Context: an optimization exercise on an open-source flow, tuned for small area, a short achievable clock period and few clock cycles. The choices shown serve that exercise and are no tape-out recipe. The RTL was checked by simulation tests, not by an equivalence proof against the original design. Power figures rest on the tool's default switching activity, not on a simulated workload.

$ cat flow/run.sh
#!/bin/bash
# Own layout flow: the standard flow, with ORFS's delay cells kept out of
# everything after synthesis (so port buffers and repairs use plain buffers).
# Each tool's output goes to a log file of its own in the work folder.
set -euo pipefail

# 1. the standard synthesis, unchanged
bash standard.sh synth > synth.log 2>&1

# 2. the rest of the standard flow, with the delay cells marked don't-use
cat >> config.mk <<'MK'
export DONT_USE_CELLS += sky130_fd_sc_hd__clkdlybuf4s15_1 sky130_fd_sc_hd__clkdlybuf4s15_2 sky130_fd_sc_hd__clkdlybuf4s18_1 sky130_fd_sc_hd__clkdlybuf4s18_2 sky130_fd_sc_hd__clkdlybuf4s25_1 sky130_fd_sc_hd__clkdlybuf4s25_2 sky130_fd_sc_hd__clkdlybuf4s50_1 sky130_fd_sc_hd__clkdlybuf4s50_2 sky130_fd_sc_hd__dlygate4sd1_1 sky130_fd_sc_hd__dlygate4sd2_1 sky130_fd_sc_hd__dlygate4sd3_1 sky130_fd_sc_hd__dlymetal6s2s_1 sky130_fd_sc_hd__dlymetal6s4s_1 sky130_fd_sc_hd__dlymetal6s6s_1
MK
bash standard.sh > layout.log 2>&1
$ cat design.v
module dai_line_decoder (
    input  wire        clk,
    input  wire        rst,
    input  wire        in_valid,
    output wire        in_ready,
    input  wire [7:0]  in_data,
    input  wire        in_last,
    output wire        px_valid,
    input  wire        px_ready,
    output wire [31:0] px_data,
    output wire        st_valid,
    input  wire        st_ready,
    output wire [8:0]  st_rows,
    output wire        st_brk,
    output wire [1:0]  st_fault,
    output wire [15:0] st_creg,
    output wire [3:0]  st_prevbg,
    output wire [15:0] st_unknown,
    output wire [15:0] st_text,
    output wire [15:0] st_unread
);
    localparam [8:0] ROW_CAP = 9'd260;
    localparam [8:0] BRK_AT  = 9'd212;
    localparam [1:0] F_NONE  = 2'd0;
    localparam [1:0] F_SHORT = 2'd1;    
    localparam [1:0] F_WIDTH = 2'd2;    
    localparam [2:0] S_CTRL  = 3'd0;
    localparam [2:0] S_COL   = 3'd1;
    localparam [2:0] S_PAY   = 3'd2;
    localparam [2:0] S_DRAIN = 3'd3;
    localparam [2:0] S_STAT  = 3'd4;
    localparam [2:0] S_CLR   = 3'd5;
    reg        f0_v, f1_v;
    reg [8:0]  f0, f1;           
    wire       pop;
    wire       push = in_valid && !f1_v;
    assign in_ready = !f1_v;
    always @(posedge clk) begin
        if (rst) begin
            f0_v <= 1'b0;
            f1_v <= 1'b0;
        end else if (pop) begin
            if (f1_v) begin
                f0   <= f1;
                f1_v <= 1'b0;
            end else begin
                f0   <= {in_last, in_data};
                f0_v <= push;
            end
        end else if (!f0_v) begin
            f0   <= {in_last, in_data};
            f0_v <= push;
        end else if (push) begin
            f1   <= {in_last, in_data};
            f1_v <= 1'b1;
        end
    end
    wire       h_v  = f0_v;
    wire [7:0] h    = f0[7:0];
    wire       hl   = f0[8];
    reg [2:0]  state;
    reg [7:0]  ctrl_r;
    reg [7:0]  col_r;
    reg [7:0]  prem;         
    reg        pfirst;       
    reg [7:0]  hi_r;         
    reg        pay_nz;       
    reg [3:0]  creg [0:3];
    reg [8:0]  rows;
    reg        brk;
    reg [1:0]  fault;
    reg [15:0] n_unknown;
    reg [15:0] n_text;
    reg [15:0] n_unread;
    wire [1:0] disp = ctrl_r[7:6];
    wire [1:0] res  = ctrl_r[5:4];
    wire [3:0] rep  = ctrl_r[3:0];
    wire       nuc  = col_r[6];
    wire       is_gfx = nuc && !disp[0];
    wire       is_row = is_gfx && (res != 2'd3);
    wire       c_nuc = h[6];
    wire       c_unknown = c_nuc && disp[0] && (res != 2'd3);
    reg  [7:0] c_plast;      
    always @(*) begin
        if (!c_nuc)
            c_plast = 8'd1;
        else if (!disp[0])
            case (res)
                2'd0:    c_plast = 8'd21;
                2'd1:    c_plast = 8'd43;
                2'd2:    c_plast = 8'd87;
                default: c_plast = 8'd131;
            endcase
        else
            c_plast = 8'd131;
    end
    reg [703:0] ring;                      
    wire [15:0] r_head = ring[15:0];
    wire [15:0] r_tail = ring[703:688];
    reg  [2:0]  pend;        
    reg         pact;        
    reg  [3:0]  reps;        
    reg         rv;          
    reg  [5:0]  bidx;        
    reg         g16;         
    reg  [1:0]  gres;        
    reg  [3:0]  pbr;         
    reg  [3:0]  pbs;         
    reg         pxv_r;
    reg  [31:0] pxd_r;
    wire out_free = !pxv_r || px_ready;
    wire gen_idle = !pact && (reps == 4'd0);
    wire first_e  = pact && out_free;
    wire rep_e    = rv && out_free;
    wire beat_e   = first_e || rep_e;
    wire [2:0] p_m = (res == 2'd2) ? 3'd1 : (res == 2'd1) ? 3'd2 : 3'd4;
    wire at_row  = (state == S_PAY) && is_row;
    wire pay_lo  = !prem[0];    
    wire hi_take = at_row && h_v && !pay_lo && (!pfirst || gen_idle);
    wire lo_take = at_row && h_v && pay_lo && (!pact || ((pend == 3'd1) && first_e));
    wire row_go  = hi_take || lo_take;
    wire        sh_dup = first_e && (pend != 3'd1);
    wire        sh_rot = first_e ? ((pend == 3'd1) && row_end && (reps != 4'd0))
                                 : (rep_e && !(row_end && (reps == 4'd1)));
    wire        sh     = lo_take || sh_dup || sh_rot;
    wire [15:0] tail_in = lo_take ? {hi_r, h} : (sh_dup ? r_tail : r_head);
    always @(posedge clk)
        if (sh) ring <= {tail_in, ring[703:16]};
    wire [15:0] src = r_tail;
    wire [7:0]  shi = src[15:8];
    wire [7:0]  slo = src[7:0];
    wire [3:0]  fg  = slo[7:4];
    wire [3:0]  bg  = slo[3:0];
    wire [15:0] vals = g16 ? {fg, fg, bg, pbr}
                           : {creg[3], creg[2], creg[1], creg[0]};
    reg  [7:0]  s1, s0;      
    integer i;
    always @(*) begin
        for (i = 0; i < 8; i = i + 1) begin
            s1[i] = shi[i];
            s0[i] = g16 ? ((shi >> (i + 1)) != 8'd0) : slo[i];
        end
    end
    wire [1:0] q = bidx[1:0];
    reg  [7:0] c1, c0;
    always @(*) begin
        case (gres)
            2'd2: begin c1 = s1; c0 = s0; end
            2'd1: begin
                c1 = q[0] ? {s1[3], s1[3], s1[2], s1[2], s1[1], s1[1], s1[0], s1[0]}
                          : {s1[7], s1[7], s1[6], s1[6], s1[5], s1[5], s1[4], s1[4]};
                c0 = q[0] ? {s0[3], s0[3], s0[2], s0[2], s0[1], s0[1], s0[0], s0[0]}
                          : {s0[7], s0[7], s0[6], s0[6], s0[5], s0[5], s0[4], s0[4]};
            end
            default: begin
                c1 = {{4{s1[7 - 2*q]}}, {4{s1[6 - 2*q]}}};
                c0 = {{4{s0[7 - 2*q]}}, {4{s0[6 - 2*q]}}};
            end
        endcase
    end
    reg  [31:0] word;        
    integer k;
    always @(*) begin
        for (k = 0; k < 8; k = k + 1)
            word[4*k +: 4] = vals[4*{c1[7-k], c0[7-k]} +: 4];
    end
    wire pair_end = (gres == 2'd2) || ((gres == 2'd1) ? q[0] : (q == 2'd3));
    wire row_end  = (bidx == 6'd43);
    assign px_valid = pxv_r;
    assign px_data  = pxd_r;
    always @(posedge clk) begin
        if (out_free)
            pxd_r <= word;
    end
    wire [15:0] hdr = {ctrl_r, col_r};
    wire        last_pay = (prem == 8'd0);
    wire [8:0]  room  = ROW_CAP - rows;
    wire [8:0]  want  = {5'd0, rep} + 9'd1;
    wire [8:0]  ncopy = (want < room) ? want : room;
    reg  [4:0]  ncopy_r;     
    reg         cap_r;       
    reg  st_v_r;
    assign st_valid = st_v_r;
    wire st_fire = st_v_r && st_ready;
    assign pop = h_v && ((state == S_CTRL) || (state == S_COL) ||
                         (state == S_DRAIN) ||
                         ((state == S_PAY) && (!is_row || row_go)));
    assign st_rows    = rows;
    assign st_brk     = brk;
    assign st_fault   = fault;
    assign st_creg    = {creg[3], creg[2], creg[1], creg[0]};
    assign st_prevbg  = pbr;
    assign st_unknown = n_unknown;
    assign st_text    = n_text;
    assign st_unread  = n_unread;
    always @(posedge clk) begin
        if (rst) begin
            state     <= S_CTRL;
            pay_nz    <= 1'b0;
            creg[0]   <= 4'd1;
            creg[1]   <= 4'd9;
            creg[2]   <= 4'd12;
            creg[3]   <= 4'd15;
            rows      <= 9'd0;
            brk       <= 1'b0;
            fault     <= F_NONE;
            n_unknown <= 16'd0;
            n_text    <= 16'd0;
            n_unread  <= 16'd0;
            pend      <= 3'd0;
            pact      <= 1'b0;
            reps      <= 4'd0;
            rv        <= 1'b0;
            bidx      <= 6'd0;
            pbr       <= 4'd0;
            pxv_r     <= 1'b0;
            st_v_r    <= 1'b0;
        end else begin
            st_v_r <= (state == S_STAT) && !st_fire && gen_idle && !pxv_r;
            if (beat_e)
                rv <= sh_rot;
            if (beat_e) begin
                pxv_r <= 1'b1;
                bidx  <= row_end ? 6'd0 : bidx + 6'd1;
                if (first_e)
                    pend <= pend - 3'd1;
                if (first_e)
                    pact <= (pend != 3'd1);
                if (rep_e && row_end)
                    reps <= reps - 4'd1;
                if (row_end && (first_e ? (reps != 4'd0) : (reps != 4'd1)))
                    pbr <= pbs;
                else if (pair_end && g16 && (shi != 8'd0))
                    pbr <= bg;
            end else if (px_ready) begin
                pxv_r <= 1'b0;
            end
            case (state)
                S_CTRL: if (h_v) begin
                    ctrl_r <= h;
                    if (hl) begin
                        fault <= F_SHORT;
                        state <= S_STAT;
                    end else begin
                        state <= S_COL;
                    end
                end
                S_COL: if (h_v) begin
                    col_r  <= h;
                    prem   <= c_plast;
                    pfirst <= 1'b1;
                    ncopy_r <= ncopy[4:0];
                    cap_r   <= (want >= room);
                    pay_nz <= 1'b0;
                    if (c_unknown) begin
                        n_unknown <= n_unknown + 16'd1;
                        state <= hl ? S_STAT : S_CTRL;
                    end else if (hl) begin
                        fault <= F_SHORT;
                        state <= S_STAT;
                    end else begin
                        state <= S_PAY;
                    end
                end
                S_PAY: begin
                    if (pop) begin
                        prem   <= prem - 8'd1;
                        pfirst <= 1'b0;
                        if (h != 8'd0)
                            pay_nz <= 1'b1;
                    end
                    if (hi_take) begin
                        hi_r <= h;
                        if (pfirst) begin
                            if (!disp[1] && col_r[7] && !brk)
                                creg[col_r[5:4]] <= col_r[3:0];
                            pbs  <= pbr;
                            g16  <= disp[1];
                            gres <= res;
                        end
                    end
                    if (lo_take) begin
                        pend <= p_m;
                        pact <= 1'b1;
                    end
                    if (pop) begin
                        if (last_pay) begin
                            if (is_gfx) begin
                                if (!is_row) begin
                                    fault <= F_WIDTH;
                                    state <= hl ? S_STAT : S_DRAIN;
                                end else begin
                                    rows  <= rows + {4'd0, ncopy_r};
                                    reps  <= ncopy_r[3:0] - 4'd1;
                                    state <= hl ? S_STAT : cap_r ? S_DRAIN : S_CTRL;
                                end
                            end else begin
                                if (ctrl_r == 8'h7A)
                                    n_text <= n_text + 16'd1;
                                else if (hdr == 16'h3088 && rows == BRK_AT && !brk)
                                    brk <= 1'b1;
                                else if (hdr == 16'h3088 && brk)
                                    ;    
                                else if (hdr == 16'h0000 || hdr == 16'hFFFF)
                                    ;    
                                else if (!nuc && !pay_nz && h == 8'd0)
                                    ;    
                                else
                                    n_unknown <= n_unknown + 16'd1;
                                state <= hl ? S_STAT : S_CTRL;
                            end
                        end else if (hl) begin
                            fault <= F_SHORT;
                            state <= S_STAT;
                        end
                    end
                end
                S_DRAIN: if (h_v) begin
                    n_unread <= n_unread + 16'd1;
                    if (hl)
                        state <= S_STAT;
                end
                S_STAT: if (st_fire)
                    state <= S_CLR;
                S_CLR: begin
                    creg[0]   <= 4'd1;
                    creg[1]   <= 4'd9;
                    creg[2]   <= 4'd12;
                    creg[3]   <= 4'd15;
                    pbr       <= 4'd0;
                    rows      <= 9'd0;
                    brk       <= 1'b0;
                    fault     <= F_NONE;
                    n_unknown <= 16'd0;
                    n_text    <= 16'd0;
                    n_unread  <= 16'd0;
                    bidx      <= 6'd0;
                    state     <= S_CTRL;
                end
                default: state <= S_CTRL;
            endcase
        end
    end
endmodule
$ cat standard.sh
#!/bin/bash
# synth_recipe.tcl (not shown) runs the flow's synth.tcl, then flattens the netlist and writes it again
# the make line also repeats each setting of config.mk as NAME=value (left out here)
make -C /OpenROAD-flow-scripts/flow DESIGN_CONFIG=/design/flow/config.mk WORK_HOME=/design/flow/orfs CLKGATE_MAP_FILE= SYNTH_SCRIPT=/design/flow/synth_recipe.tcl "${@:-finish}"
$ cat constraint.sdc
create_clock -name core_clock -period 7.5 [get_ports {clk}]
set_input_delay 1.5000 -clock core_clock [delete_from_list [all_inputs] [get_ports {clk}]]
set_output_delay 1.5000 -clock core_clock [all_outputs]
set_load 0.01 [all_outputs]
$ cat config.mk
export PLATFORM = sky130hd
export DESIGN_NAME = dai_line_decoder
export DESIGN_NICKNAME = dai_line_decoder
export VERILOG_FILES = /design/flow/design.v
export SDC_FILE = /design/flow/constraint.sdc
export NUM_CORES = 4
export LEC_CHECK = 0
export CAP_MARGIN = 20
export CORE_MARGIN = 2
export CORE_UTILIZATION = 65
export CTS_CLUSTER_DIAMETER = 70
export CTS_CLUSTER_SIZE = 30
export PLACE_DENSITY = 0.72
export SETUP_SLACK_MARGIN = 4.9
export SLEW_MARGIN = 20
export DONT_USE_CELLS += sky130_fd_sc_hd__clkdlybuf4s15_1 sky130_fd_sc_hd__clkdlybuf4s15_2 sky130_fd_sc_hd__clkdlybuf4s18_1 sky130_fd_sc_hd__clkdlybuf4s18_2 sky130_fd_sc_hd__clkdlybuf4s25_1 sky130_fd_sc_hd__clkdlybuf4s25_2 sky130_fd_sc_hd__clkdlybuf4s50_1 sky130_fd_sc_hd__clkdlybuf4s50_2 sky130_fd_sc_hd__dlygate4sd1_1 sky130_fd_sc_hd__dlygate4sd2_1 sky130_fd_sc_hd__dlygate4sd3_1 sky130_fd_sc_hd__dlymetal6s2s_1 sky130_fd_sc_hd__dlymetal6s4s_1 sky130_fd_sc_hd__dlymetal6s6s_1
==> results of run 1 <==
## cell families after synthesis
logic type / count (synthesis)
AOI/OAI and AO/OA: 179
buffers and inverters: 86
DFF: 903
and+or+nand+nor: 374
adders and majority gates: 34
xor gates and xnor gates: 47
muxes: 107
## registers in the layout, indices dropped and copies added (netlist names), 6 cells and up
name       cells
ring         704
pxd_r         32
creg          16
n_text        16
n_unknown     16
n_unread      16
f0             9
f1             9
rows           9
col_r          8
ctrl_r         8
hi_r           8
prem           8
bidx           6
## area by class of cell
class / count / share of cell area
antenna: 1 / 0.0000665
clock buffer: 52 / 0.0292
clock inverter: 19 / 0.00638
inverter: 44 / 0.00482
multi-input combinational: 743 / 0.161
sequential: 903 / 0.702
tap: 664 / 0.0221
timing repair buffer: 366 / 0.0742
timing repair inverter: 2 / 0.000466
## cell usage in the layout, fill, tap and decap left out, drive strengths merged, types with 19 or more instances in the layout
cell type	count
a21oi	68
buf	302
clkbuf	116
dfxtp	87
edfxtp	816
ha	33
inv	51
mux2	44
mux2i	32
mux4	31
nand2	84
nand2b	21
nand3	33
nand4	19
nor2	88
nor3	23
o21ai	37
or3	21
xnor2	22
xor2	25
## metrics by stage
step           area (µm²)  worst slack, ns  hold slack, ns
2_1_floorplan       32100           -28.13           0.400
3_3_place_gp        33400             3.16           0.400
3_5_place_dp        33400             3.06           0.405
4_1_cts             36500             4.74           0.415
5_1_grt             37600             4.71           0.411
6_report            37600             4.77           0.414
## metal layers
metal  track usage  share of wire  up-vias
met5             0              0        -
met4        0.0511          0.020        0
met3        0.0362          0.069      102
met2         0.356           0.47      665
met1         0.364           0.44     8541
li1              -              -     7446
## worst max-delay path by stage
stage,start,endpoint,slack (ns),depth (start not counted)
2_1_floorplan,px_ready,ring[0],-28.13,4
3_3_place_gp,px_ready,ring[171],3.16,8
3_5_place_dp,px_ready,ring[615],3.06,8
4_1_cts,creg[1][2],st_creg[6],4.74,1
5_1_grt,gres[0],pxd_r[2],4.71,6
6_report,creg[1][2],st_creg[6],4.77,1
## power by group
group	leakage, nW	switching [mW]	internal (mW)	total, mW
clock	0.646	1.55	1.14	2.69
sequential	8.14	0.0217	5.40	5.43
combinational	3.50	0.0593	0.0413	0.101
## timing repair
item | CTS | global route
pin swaps | 15 | 22
setup buffers | 135 | 58
resized for setup | 320 | 165
gates cloned | 13 | 20
setup endpoints to repair | 1045 | 910
==> flow_metrics.env, run 1 <==
export IMPL_run_status="timing/DRC/antenna clean"
export IMPL_slowest_stage="edfxtp_1"
export IMPL_worst_slew_pin_slew_ns=1.08
export IMPL_max_slew_margin=0.271
export IMPL_ys_seq_elements=903
export IMPL_insertion_delay_ns=0.63
export IMPL_path_cells="clkbuf_2"
export IMPL_cts_htree_levels=2
export IMPL_drive_gt1_frac=0.248
export IMPL_synth_area_leader_cell="edfxtp_1"
export IMPL_seqCellArea_um2=26400
export IMPL_cap_violations=0
export IMPL_slew_viol_final=0
export IMPL_clock_path_buffers=3
export IMPL_cpPeakStageDelay_ns=0.45
export IMPL_clock_sinks=903
export IMPL_io_buffers=128
export IMPL_yosys_area_share_adder=0.0135
export IMPL_post_drt_wl_per_cell_um=22.9
export IMPL_synth_cell_area_um2=32100
export IMPL_synth_common_cells="edfxtp_1 (816), dfxtp_1 (87), nor2_1 (87)"
export IMPL_hp_start="ring[122]"
export IMPL_cts_tree="done"
export IMPL_cts_buffers=41
export IMPL_first_pass_iters=5
export IMPL_crit_type="flip-flop to output port"
export IMPL_r2r_cells=6
export IMPL_r2r_start="gres[0]"
export IMPL_viasPerCell=6.00
export IMPL_synth_mux_area_frac=0.0472
export IMPL_syn_num_nets=1778
export IMPL_ys_flop_type="edfxtp_1"
export IMPL_synth_avg_cell_area_um2=18.5
export IMPL_gp_congestion=0.846
export IMPL_synth_xor_area_frac=0.0128
export IMPL_synth_warnings=1
export IMPL_holdBufCountCts=0
export IMPL_synthArstFlopShare=0
export IMPL_total_power_mw=8.21
export IMPL_worstPathArrival_ns=1.23
export IMPL_p_per_area_nw_per_um2=218
export IMPL_hold_viol_final=0
export IMPL_die_y_um=226
export IMPL_grt_max_degree=75
export IMPL_overflow=0
export IMPL_start_kind="flip-flop"
export IMPL_regToRegSetupSlack_ns=4.80
export IMPL_synth_compound_area_frac=0.0356
export IMPL_grt_setup_unrepaired="yes"
export IMPL_start_util=0.656
export IMPL_grt_pass1_wl_um=88800
export IMPL_wl_um=64100
export IMPL_dp_cells=2496
export IMPL_placementRows=81
export IMPL_synth_top_family_by_area="simple AND/OR/NAND/NOR gates"
export IMPL_setup_viol=0
export IMPL_crit_family="flip-flops"
export IMPL_cp_num_buf_inv=1
export IMPL_min_to="ring[106]"
export IMPL_path_max_fanout=2
export IMPL_drt_iter0_markers=1759
export IMPL_grtUsageTotal=0.233
export IMPL_antenna_found_initial=2
export IMPL_fmax_ghz=0.366
export IMPL_tns_ns=0
export IMPL_synth_cells=1730
export IMPL_num_fill_cells=2725
export IMPL_die_area_um2=51100
export IMPL_reg2reg_to="pxd_r[14]"
export IMPL_fin_util=0.770
export IMPL_synthTopCellsByArea="edfxtp_1 (76%), dfxtp_1 (5.4%), mux4_2 (2.2%)"
export IMPL_hold_depth=0
export IMPL_synth_edf_count=816
export IMPL_drc=0
export IMPL_num_io_pins=129
export IMPL_coreArea_um2=48800
export IMPL_skew_ns=0.0293
export IMPL_num_vias=16800
export IMPL_cp_data_required_time_ns=6.00
export IMPL_layout_cells_non_filler=2794
export IMPL_grt_pass1_vias=15200
export IMPL_synth_simple_area_share=0.0614
export IMPL_hpwl_um=33200
export IMPL_irDropWorstVdd_mv=0.259
export IMPL_clockRootBuffer="clkbuf_16"
export IMPL_cp_end_kind="output port"
export IMPL_postRouteAntennaNets=0
export IMPL_fin_nets=2149
export IMPL_cts_clk_slew_worst_paths_ns=0.11
export IMPL_area_growth_pct=17.4
export IMPL_ys_seq_area_frac=0.819
export IMPL_hold_class="flip-flop to flip-flop"
export IMPL_synth_top_cell_area_share=0.765
export IMPL_fin_crit_ns=2.73
export IMPL_multi_input_area_um2=6050
export IMPL_die_x_um=226
export IMPL_power_leakage_nw=12.3
export IMPL_yosysMostFrequentCell="edfxtp_1"
export IMPL_synth_distinct_cells=76
export IMPL_period_share=0.365
Testbench counts, summed over its fixed seeds: cycles 490,151.
==> run 2: changes to the inputs <==
--- a/config.mk
+++ b/config.mk
@@ -11,6 +11,6 @@
 export CTS_CLUSTER_DIAMETER = 70
 export CTS_CLUSTER_SIZE = 30
 export PLACE_DENSITY = 0.72
-export SETUP_SLACK_MARGIN = 4.9
+export SETUP_SLACK_MARGIN = 4.7
 export SLEW_MARGIN = 20
 export DONT_USE_CELLS += sky130_fd_sc_hd__clkdlybuf4s15_1 sky130_fd_sc_hd__clkdlybuf4s15_2 sky130_fd_sc_hd__clkdlybuf4s18_1 sky130_fd_sc_hd__clkdlybuf4s18_2 sky130_fd_sc_hd__clkdlybuf4s25_1 sky130_fd_sc_hd__clkdlybuf4s25_2 sky130_fd_sc_hd__clkdlybuf4s50_1 sky130_fd_sc_hd__clkdlybuf4s50_2 sky130_fd_sc_hd__dlygate4sd1_1 sky130_fd_sc_hd__dlygate4sd2_1 sky130_fd_sc_hd__dlygate4sd3_1 sky130_fd_sc_hd__dlymetal6s2s_1 sky130_fd_sc_hd__dlymetal6s4s_1 sky130_fd_sc_hd__dlymetal6s6s_1
==> flow_metrics.env, run 2 <==
export IMPL_worst_slew_pin_slew_ns=1.09
export IMPL_synth_xor_area_frac=0.0128
export IMPL_num_fill_cells=2901
export IMPL_p_switching_mw=1.61
export IMPL_fin_nets=1981
export IMPL_clockRootBuffer="clkbuf_16"
export IMPL_cts_tree="done"
export IMPL_post_drt_wl_per_cell_um=21.7
export IMPL_skew_ns=0.0361
export IMPL_start_util=0.656
export IMPL_tns_ns=0
export IMPL_path_max_fanout=21
export IMPL_ys_flop_type="edfxtp_1"
export IMPL_hold_viol_final=0
export IMPL_drt_iter0_markers=1517
export IMPL_holdBufCountCts=0
export IMPL_power_frac_seq=0.664
export IMPL_design_area_um2=35800
export IMPL_synth_avg_cell_area_um2=18.5
export IMPL_grt_setup_unrepaired="yes"
export IMPL_cts_clk_slew_worst_paths_ns=0.12
export IMPL_die_area_um2=51100
export IMPL_cp_end_kind="flip-flop"
export IMPL_hold_depth=0
export IMPL_clock_sinks=903
export IMPL_synth_mux_area_frac=0.0472
export IMPL_irDropWorstVdd_mv=0.171
export IMPL_synth_top_family_by_area="simple AND/OR/NAND/NOR gates"
export IMPL_multi_input_area_um2=5920
export IMPL_p_sw_frac=0.196
export IMPL_place_area_um2=33500
export IMPL_placementRows=81
export IMPL_area_growth_pct=11.7
export IMPL_viasPerCell=5.96
export IMPL_setup_viol=0
export IMPL_io_buffers=128
export IMPL_overflow=0
export IMPL_synth_area_leader_cell="edfxtp_1"
export IMPL_synth_simple_area_share=0.0614
export IMPL_insertion_delay_ns=0.63
export IMPL_worstPathArrival_ns=3.17
export IMPL_internal_power_mw=6.58
export IMPL_ys_seq_elements=903
export IMPL_slew_viol_final=0
export IMPL_combPwrFrac=0.011
export IMPL_synth_top_cell_area_share=0.765
export IMPL_synth_cell_area_um2=32100
export IMPL_coreArea_um2=48800
export IMPL_period_share=0.373
export IMPL_yosysMostFrequentCell="edfxtp_1"
export IMPL_fin_crit_ns=2.80
export IMPL_hold_class="flip-flop to flip-flop"
export IMPL_cts_buffers=42
export IMPL_synth_cells=1730
export IMPL_hold_worst_slack_ns=0.415
export IMPL_seqCellArea_um2=26300
export IMPL_largest_reg_flops=704
export IMPL_die_x_um=226
export IMPL_cts_htree_levels=2
export IMPL_synth_edf_count=816
export IMPL_postRouteAntennaNets=0
export IMPL_cp_data_required_time_ns=7.88
export IMPL_num_io_pins=129
export IMPL_grtUsageTotal=0.219
export IMPL_wl_um=57000
export IMPL_r2r_cells=6
export IMPL_final_cell_mix="edfxtp_1 (816), buf_1 (149), nor2_1 (85), nand2_1 (81), dfxtp_1 (73)"
export IMPL_yosys_area_share_adder=0.0135
export IMPL_clockPowerShare=0.326
export IMPL_synth_distinct_cells=76
export IMPL_gp_congestion=0.854
export IMPL_final_common_cell="edfxtp_1"
export IMPL_ys_seq_area_frac=0.819
export IMPL_synthTopCellsByArea="edfxtp_1 (76%), dfxtp_1 (5.4%), mux4_2 (2.2%)"
export IMPL_grt_pass1_vias=14300
export IMPL_grt_max_degree=123
export IMPL_synthArstFlopShare=0
export IMPL_drc=0
export IMPL_syn_num_nets=1778
export IMPL_power_leakage_nw=11.3
export IMPL_largest_register="ring"
export IMPL_num_vias=15600
export IMPL_run_status="timing/DRC/antenna clean"
export IMPL_reg_top3="ring x704, pxd_r x32"
export IMPL_hpwl_um=32300
export IMPL_p_per_area_nw_per_um2=229
export IMPL_crit_type="input port to flip-flop"
export IMPL_fmax_ghz=0.358
export IMPL_max_slew_margin=0.267
export IMPL_synth_warnings=1
export IMPL_synth_common_cells="edfxtp_1 (816), dfxtp_1 (87), nor2_1 (87)"
export IMPL_start_kind="input port"
export IMPL_cap_violations=0
export IMPL_synth_compound_area_frac=0.0356
export IMPL_die_y_um=226
export IMPL_antenna_found_initial=8
export IMPL_grt_pass1_wl_um=83300
export IMPL_clock_path_buffers=3
export IMPL_first_pass_iters=5
export IMPL_drive_gt1_frac=0.142
-- run 2: layer usage --
layer | global-route usage | vias up | wire [µm]
li1 | - | 7094 | -
met1 | 0.336 | 7925 | 25500
met2 | 0.322 | 523 | 26200
met3 | 0.0463 | 88 | 3950
met4 | 0.0666 | 4 | 1340
met5 | 0 | - | 27
-- run 2: worst paths after layout --
kind | slack, ns | from | to
worst min register to register | 0.42 | ring[436] | ring[420]
worst max-delay path | 4.70 | px_ready | ring[382]
worst min-delay path | 0.42 | ring[436] | ring[420]
worst max register to register | 4.71 | gres[1] | pxd_r[7]
-- run 2: cell type report --
| type | count | area share |
|---|---|---|
| clock inverter | 21 | 0.00727 |
| multi-input combinational | 744 | 0.165 |
| timing repair buffer | 196 | 0.0347 |
| timing repair inverter | 2 | 0.000489 |
| inverter | 44 | 0.00496 |
| clock buffer | 44 | 0.0302 |
| antenna | 4 | 0.000280 |
| sequential | 903 | 0.734 |
| tap | 664 | 0.0232 |
-- run 2: timing repair --
| item | in CTS | in global routing |
|---|---|---|
| endpoints found under the setup margin | 906 | 803 |
| resized for setup | 63 | 39 |
| gates cloned | 10 | 4 |
| setup buffers | 20 | 24 |
| pin swaps | 11 | 4 |
-- run 2: logic make-up after synthesis --
| kind of cell | after synthesis |
|---|---|
| xor gates and xnor gates | 47 |
| AOI/OAI and AO/OA | 179 |
| muxes | 107 |
| buffers and inverters | 86 |
| DFF | 903 |
| adders and majority gates | 34 |
| and+or+nand+nor | 374 |
-- run 2: worst max-delay path, stage by stage --
cell and delay [ns]:
buf_1 0.12, nor2b_4 0.22, clkinv_8 0.13, nand2_1 0.07, nand2_1 0.16, nand2b_4 0.13, o211ai_1 0.12, buf_6 0.20
buf_12 0.18, bufbuf_16 0.32
-- run 2: through the flow --
step / instances / util / worst slack, ns / power (mW)
after floorplan: 1730 / - / -28.13 / 5.60
after global placement: 2494 / 0.685 / 2.70 / 5.62
after detailed placement: 2495 / 0.685 / 2.69 / 5.63
after CTS: 2590 / 0.726 / 4.63 / 8.26
after global routing: 2619 / 0.733 / 4.64 / 8.44
final: 2622 / 0.733 / 4.70 / 8.19
-- run 2: power groups by stage --
| stage | clock (mW) | combinational, mW | sequential [mW] |
|---|---|---|---|
| finish | 2.67 | 0.0866 | 5.43 |
| global route | 2.91 | 0.0933 | 5.44 |
| floorplan | 0 | 0.0572 | 5.54 |
| detailed placement | 0 | 0.0786 | 5.55 |
| global placement | 0 | 0.0761 | 5.55 |
| CTS | 2.75 | 0.0822 | 5.43 |
==> run 3: changes to the inputs <==
--- a/config.mk
+++ b/config.mk
@@ -11,6 +11,6 @@
 export CTS_CLUSTER_DIAMETER = 70
 export CTS_CLUSTER_SIZE = 30
 export PLACE_DENSITY = 0.72
-export SETUP_SLACK_MARGIN = 4.7
+export SETUP_SLACK_MARGIN = 4.8
 export SLEW_MARGIN = 20
 export DONT_USE_CELLS += sky130_fd_sc_hd__clkdlybuf4s15_1 sky130_fd_sc_hd__clkdlybuf4s15_2 sky130_fd_sc_hd__clkdlybuf4s18_1 sky130_fd_sc_hd__clkdlybuf4s18_2 sky130_fd_sc_hd__clkdlybuf4s25_1 sky130_fd_sc_hd__clkdlybuf4s25_2 sky130_fd_sc_hd__clkdlybuf4s50_1 sky130_fd_sc_hd__clkdlybuf4s50_2 sky130_fd_sc_hd__dlygate4sd1_1 sky130_fd_sc_hd__dlygate4sd2_1 sky130_fd_sc_hd__dlygate4sd3_1 sky130_fd_sc_hd__dlymetal6s2s_1 sky130_fd_sc_hd__dlymetal6s4s_1 sky130_fd_sc_hd__dlymetal6s6s_1
==> flow_metrics.env, run 3 <==
export IMPL_hold_class="flip-flop to flip-flop"
export IMPL_power_frac_seq=0.663
export IMPL_p_per_area_nw_per_um2=227
export IMPL_clock_sinks=903
export IMPL_path_cells="clkbuf_2"
export IMPL_drive_gt1_frac=0.199
export IMPL_holdBufCountCts=0
export IMPL_start_util=0.656
export IMPL_synth_avg_cell_area_um2=18.5
export IMPL_synthArstFlopShare=0
export IMPL_path_max_fanout=2
export IMPL_cts_buffers=41
export IMPL_ys_seq_area_frac=0.819
export IMPL_clockPowerShare=0.327
export IMPL_run_status="timing/DRC/antenna clean"
export IMPL_max_slew_margin=0.291
export IMPL_placementRows=81
export IMPL_ys_seq_elements=903
export IMPL_slew_viol_final=0
export IMPL_cap_violations=0
export IMPL_start_kind="flip-flop"
export IMPL_synth_top_cell_area_share=0.765
export IMPL_die_y_um=226
export IMPL_period_share=0.365
export IMPL_coreArea_um2=48800
export IMPL_overflow=0
export IMPL_fin_crit_ns=2.74
export IMPL_hold_viol_final=0
export IMPL_crit_family="flip-flops"
export IMPL_syn_num_nets=1778
export IMPL_postRouteAntennaNets=0
export IMPL_fmax_ghz=0.366
export IMPL_num_io_pins=129
export IMPL_worstPathArrival_ns=1.24
export IMPL_yosysMostFrequentCell="edfxtp_1"
export IMPL_internal_power_mw=6.58
export IMPL_drc=0
export IMPL_grt_max_degree=75
export IMPL_crit_type="flip-flop to output port"
export IMPL_cp_data_required_time_ns=6.00
export IMPL_cp_num_buf_inv=1
export IMPL_largest_register="ring"
export IMPL_setup_viol=0
export IMPL_grtUsageTotal=0.228
export IMPL_cts_clk_slew_worst_paths_ns=0.11
export IMPL_clock_path_buffers=3
export IMPL_area_growth_pct=12.8
export IMPL_r2r_cells=7
export IMPL_num_vias=15800
export IMPL_hold_depth=0
export IMPL_synth_distinct_cells=76
export IMPL_cpPeakStageDelay_ns=0.45
export IMPL_cts_tree="done"
export IMPL_synth_cells=1730
export IMPL_post_drt_wl_per_cell_um=22.2
export IMPL_reg_top3="ring x704, pxd_r x32"
export IMPL_slowest_stage="edfxtp_1"
export IMPL_first_pass_iters=5
export IMPL_synth_area_leader_cell="edfxtp_1"
export IMPL_die_x_um=226
export IMPL_cp_end_kind="output port"
export IMPL_tns_ns=0
export IMPL_cts_htree_levels=2
export IMPL_hpwl_um=33200
export IMPL_synth_common_cells="edfxtp_1 (816), dfxtp_1 (87), nor2_1 (87)"
export IMPL_power_leakage_nw=11.6
export IMPL_total_power_mw=8.19
export IMPL_final_common_cell="edfxtp_1"
export IMPL_wl_um=59200
export IMPL_viasPerCell=5.93
export IMPL_seqCellArea_um2=26400
export IMPL_synthTopCellsByArea="edfxtp_1 (76%), dfxtp_1 (5.4%), mux4_2 (2.2%)"
export IMPL_final_cell_mix="edfxtp_1 (816), buf_1 (120), nor2_1 (86), nand2_1 (80), a21oi_1 (53)"
export IMPL_largest_reg_flops=704
export IMPL_clockRootBuffer="clkbuf_16"
export IMPL_irDropWorstVdd_mv=0.257
export IMPL_worstSetupPathDepth=1
export IMPL_antenna_found_initial=3
export IMPL_p_switching_mw=1.61
export IMPL_design_area_um2=36200
export IMPL_p_sw_frac=0.197
export IMPL_io_buffers=128
export IMPL_worst_slew_pin_slew_ns=1.05
export IMPL_gp_congestion=0.846
export IMPL_insertion_delay_ns=0.63
export IMPL_skew_ns=0.0314
export IMPL_grt_pass1_vias=14700
export IMPL_grt_setup_unrepaired="yes"
export IMPL_synth_edf_count=816
export IMPL_synth_warnings=1
export IMPL_grt_pass1_wl_um=86800
export IMPL_num_fill_cells=2918
export IMPL_combPwrFrac=0.011
export IMPL_drt_iter0_markers=1628
export IMPL_multi_input_area_um2=5890
export IMPL_ys_flop_type="edfxtp_1"
export IMPL_fin_nets=2026
export IMPL_synth_cell_area_um2=32100
export IMPL_place_area_um2=33400
export IMPL_die_area_um2=51100
==> run 3: changes by cell type in the layout (fill, tap and decap cells not counted), sizes merged <==
cell / previous run / this run
buf: 191 / 190
bufbuf: 2 / 0
clkbuf: 47 / 105
clkinv: 11 / 10
diode: 4 / 1
inv: 53 / 52
nand2b: 22 / 21
==> run 3: cell families after synthesis <==
| logic type | synth area share |
|---|---|
| xor+xnor | 0.0128 |
| compound gates | 0.0356 |
| buf+inv | 0.0106 |
| simple gates | 0.0614 |
| mux | 0.0472 |
| fa+ha+maj | 0.0135 |
| flops | 0.819 |
==> run 3: final timing paths <==
kind,startpoint,endpoint,slack (ns)
setup / recovery,creg[1][2],st_creg[6],4.76
hold / removal,ring[682],ring[666],0.42
setup reg to reg,gres[0],pxd_r[9],4.81
hold reg to reg,ring[682],ring[666],0.42
==> run 3: worst reg2reg max path: stages, from the launching register on <==
cell and delay [ns]:
edfxtp_1 0.48, inv_1 0.10, ha_2 0.34, inv_1 0.23, a2111oi_1 0.08, a31o_2 0.26
a31oi_2 0.40, mux4_2 0.56
==> run 3: metrics by stage <==
stage,worst slack [ns],util,instances,hold WS (ns)
5_1_grt,4.71,0.740,2670,0.415
3_5_place_dp,3.06,0.683,2496,0.405
3_3_place_gp,3.16,0.683,2496,0.400
4_1_cts,4.74,0.730,2628,0.415
6_report,4.76,0.740,2671,0.417
2_1_floorplan,-28.13,-,1730,0.400
==> run 3: final cells by class <==
cell class | count | share of cell area
well taps | 664 | 0.0230
multi-input cells | 743 | 0.163
clock inverters | 19 | 0.00664
flip-flops and latches | 903 | 0.729
clock buffers | 52 | 0.0304
repair buffers | 243 | 0.0429
inverters | 44 | 0.00491
repair inverters | 2 | 0.000484
diodes | 1 | 0.0000692
==> run 3: layer usage <==
| layer | global-route usage | share of wire |
|---|---|---|
| met5 | 0 | 0 |
| met1 | 0.359 | 0.45 |
| met2 | 0.342 | 0.46 |
| met3 | 0.0376 | 0.071 |
| met4 | 0.0509 | 0.017 |
==> run 3: timing repair <==
action | 4_1_cts | 5_1_grt
pin swaps | 10 | 11
buffers inserted | 48 | 38
gates cloned | 13 | 4
resized for setup | 141 | 104
setup endpoints to repair | 970 | 855
==> run 3: power groups by stage <==
| stage | registers [mW] | logic [mW] | clock network (mW) |
|---|---|---|---|
| final | 5.43 | 0.0871 | 2.68 |
| after global routing | 5.43 | 0.0956 | 2.90 |
| after CTS | 5.43 | 0.0827 | 2.73 |
| after detailed placement | 5.55 | 0.0762 | 0 |
| after global placement | 5.55 | 0.0742 | 0 |
| after floorplan | 5.54 | 0.0545 | 0 |
==> run 4: changes to the inputs <==
--- a/config.mk
+++ b/config.mk
@@ -7,10 +7,10 @@
 export LEC_CHECK = 0
 export CAP_MARGIN = 20
 export CORE_MARGIN = 2
-export CORE_UTILIZATION = 65
+export CORE_UTILIZATION = 70
 export CTS_CLUSTER_DIAMETER = 70
 export CTS_CLUSTER_SIZE = 30
-export PLACE_DENSITY = 0.72
+export PLACE_DENSITY = 0.76
 export SETUP_SLACK_MARGIN = 4.8
 export SLEW_MARGIN = 20
 export DONT_USE_CELLS += sky130_fd_sc_hd__clkdlybuf4s15_1 sky130_fd_sc_hd__clkdlybuf4s15_2 sky130_fd_sc_hd__clkdlybuf4s18_1 sky130_fd_sc_hd__clkdlybuf4s18_2 sky130_fd_sc_hd__clkdlybuf4s25_1 sky130_fd_sc_hd__clkdlybuf4s25_2 sky130_fd_sc_hd__clkdlybuf4s50_1 sky130_fd_sc_hd__clkdlybuf4s50_2 sky130_fd_sc_hd__dlygate4sd1_1 sky130_fd_sc_hd__dlygate4sd2_1 sky130_fd_sc_hd__dlygate4sd3_1 sky130_fd_sc_hd__dlymetal6s2s_1 sky130_fd_sc_hd__dlymetal6s4s_1 sky130_fd_sc_hd__dlymetal6s6s_1
==> flow_metrics.env, run 4 <==
export IMPL_run_status="timing/DRC/antenna clean"
export IMPL_synth_common_cells="edfxtp_1 (816), dfxtp_1 (87), nor2_1 (87)"
export IMPL_hold_viol_final=0
export IMPL_yosysMostFrequentCell="edfxtp_1"
export IMPL_cpPeakStageDelay_ns=0.49
export IMPL_place_area_um2=33300
export IMPL_p_switching_mw=1.59
export IMPL_cp_end_kind="flip-flop"
export IMPL_max_slew_margin=0.291
export IMPL_postRouteAntennaNets=0
export IMPL_hold_class="flip-flop to flip-flop"
export IMPL_design_area_um2=36000
export IMPL_cts_buffers=40
export IMPL_layout_cells_non_filler=2597
export IMPL_clockRootBuffer="clkbuf_16"
export IMPL_io_buffers=128
export IMPL_viasPerCell=6.22
export IMPL_fin_util=0.794
export IMPL_final_common_cell="edfxtp_1"
export IMPL_antenna_found_initial=4
export IMPL_setup_viol=0
export IMPL_num_io_pins=129
export IMPL_cap_violations=0
export IMPL_tns_ns=0
export IMPL_ys_flop_type="edfxtp_1"
export IMPL_start_util=0.708
export IMPL_regToRegSetupSlack_ns=4.79
export IMPL_area_growth_pct=12.2
export IMPL_largest_reg_flops=704
export IMPL_r2r_cells=7
export IMPL_irDropWorstVdd_mv=0.402
export IMPL_path_max_fanout=5
export IMPL_power_leakage_nw=11.5
export IMPL_gp_congestion=0.849
export IMPL_grtUsageTotal=0.260
export IMPL_p_per_area_nw_per_um2=226
export IMPL_ys_seq_elements=903
export IMPL_worstPathArrival_ns=3.05
export IMPL_cts_htree_levels=2
export IMPL_synth_edf_count=816
export IMPL_p_sw_frac=0.195
export IMPL_synthTopCellsByArea="edfxtp_1 (76%), dfxtp_1 (5.4%), mux4_2 (2.2%)"
export IMPL_synthArstFlopShare=0
export IMPL_first_pass_iters=7
export IMPL_crit_type="flip-flop to flip-flop"
export IMPL_synth_distinct_cells=76
export IMPL_overflow=0
export IMPL_die_area_um2=47500
export IMPL_total_power_mw=8.13
export IMPL_fin_crit_ns=2.71
export IMPL_ys_seq_area_frac=0.819
export IMPL_wl_um=62000
export IMPL_grt_pass1_vias=15400
export IMPL_dp_cells=2434
export IMPL_internal_power_mw=6.54
export IMPL_finalWorstSetupSlack_ns=4.79
export IMPL_synth_avg_cell_area_um2=18.5
export IMPL_coreArea_um2=45300
export IMPL_post_drt_wl_per_cell_um=23.9
export IMPL_post_place_ws_ns=2.54
export IMPL_combPwrFrac=0.011
export IMPL_placementRows=78
export IMPL_period_share=0.362
export IMPL_min_to="ring[597]"
export IMPL_grt_pass1_wl_um=91500
export IMPL_largest_register="ring"
export IMPL_synth_warnings=1
export IMPL_die_x_um=218
export IMPL_power_frac_seq=0.668
export IMPL_synth_area_leader_cell="edfxtp_1"
export IMPL_start_kind="flip-flop"
export IMPL_clockPowerShare=0.321
export IMPL_cp_data_required_time_ns=7.84
export IMPL_cts_clk_slew_worst_paths_ns=0.11
export IMPL_reg2reg_to="pxd_r[21]"
export IMPL_hold_depth=0
export IMPL_slew_viol_final=0
export IMPL_final_cell_mix="edfxtp_1 (816), buf_1 (160), nor2_1 (85), nand2_1 (81), a21oi_1 (58)"
export IMPL_clock_path_buffers=3
export IMPL_insertion_delay_ns=0.60
export IMPL_slowest_stage="a2111oi_1"
export IMPL_hpwl_um=33100
export IMPL_grt_max_degree=65
export IMPL_synth_cell_area_um2=32100
export IMPL_reg_top3="ring x704, pxd_r x32"
export IMPL_drive_gt1_frac=0.172
export IMPL_synth_top_cell_area_share=0.765
export IMPL_die_y_um=218
export IMPL_clock_sinks=903
export IMPL_synth_cells=1730
export IMPL_grt_setup_unrepaired="yes"
export IMPL_hold_worst_slack_ns=0.415
export IMPL_cts_tree="done"
export IMPL_fin_nets=2028
export IMPL_num_vias=16200
export IMPL_hp_start="ring[613]"
export IMPL_worst_slew_pin_slew_ns=1.05
export IMPL_r2r_start="ring[700]"
export IMPL_path_cells="buf_6, nor4_4, a31oi_1, a2111oi_1, a31o_2, a21oi_2, mux4_2"
export IMPL_fmax_ghz=0.369
export IMPL_syn_num_nets=1778
export IMPL_drc=0
export IMPL_drt_iter0_markers=1730
export IMPL_skew_ns=0.0223
## run 4: power by group through the flow
stage	Clock, mW	Combinational [mW]	Sequential (mW)
after CTS	2.67	0.0836	5.43
after global placement	0	0.0746	5.55
after floorplan	0	0.0545	5.54
after detailed placement	0	0.0770	5.55
after global routing	2.81	0.0939	5.43
final	2.61	0.0876	5.43
## run 4: timing repair
action / CTS / global route
hold buffers: 0 / 0
endpoints found under the setup margin: 946 / 823
pin swaps: 10 / 9
setup buffers: 54 / 35
resized for setup: 112 / 61
gates cloned: 14 / 1
## run 4: cell families (layout without fill, tap and decap cells)
logic type	Yosys count	count (layout)	share of synthesized area
xor+xnor	47	47	0.0128
compound gates	179	179	0.0356
simple gates	374	376	0.0614
mux	107	107	0.0472
flops	903	903	0.819
other cells	0	1	0
fa+ha+maj	34	34	0.0135
buf+inv	86	350	0.0106
## run 4: layout make-up
class,count,area (µm²)
clock inverters,15,221
clock buffers,43,1050
well taps,600,751
repair inverters,2,17.5
diodes,1,2.50
multi-input cells,743,5890
fillers,2311,9320
inverters,44,181
repair buffers,246,1510
flip-flops and latches,903,26300
## run 4: how the worst max path moves through the flow
stage,start,endpoint,slack (ns),cells after the start
global route,ring[701],pxd_r[21],4.65,7
detailed placement,px_ready,ring[511],2.54,9
floorplan,px_ready,ring[0],-28.13,4
CTS,gres[0],pxd_r[7],4.79,7
finish,ring[700],pxd_r[21],4.79,7
global placement,px_ready,ring[414],2.60,9
## run 4: routing by layer
layer	global-route usage	wire, µm
met3	0.0423	4490
met5	0	21
met2	0.419	30300
met4	0.0678	1370
met1	0.379	25800
## run 4: critical path, delay by kind of cell (launching register included)
family,cells,cell delay [ns]
AND/OR/NAND/NOR,1,0.42
flip-flops,1,0.39
buffers and inverters,1,0.15
multiplexers,1,0.45
AO/OA/AOI/OAI,4,1.04

[afterwards: timing with drivers on the ports]
Ports are ideal in the flow. The routed layouts listed here were re-timed in OpenROAD.
Step 1 (the two cells are an assumption about what drives the block):
set clk [get_ports {clk}]
set_driving_cell -lib_cell sky130_fd_sc_hd__clkbuf_16 $clk
set_driving_cell -lib_cell sky130_fd_sc_hd__buf_2 [delete_from_list [all_inputs] $clk]
Step 2 also shifts input and output timing later by t, the mid clock arrival at the registers, as if the neighbouring blocks saw the same clock.
Three values: ideal ports, drivers, drivers and shift; two values: the first two.
run	t, ns	slack for setup (ns)	latest minus earliest clock arrival (ns)
run 1	0.673	4.765 / 4.704 / 4.165	0.035 / 0.035
run 2	0.671	4.704 / 4.691 / 4.073	0.040 / 0.040
run 3	0.672	4.764 / 4.703 / 4.178	0.032 / 0.032
run 4	0.649	4.787 / 4.743 / 4.182	0.026 / 0.027
After both steps setup and hold are still met in every run listed. The setup slack of run 2, which loses most, moves by -0.013 ns with the drivers and by -0.631 ns with both steps.
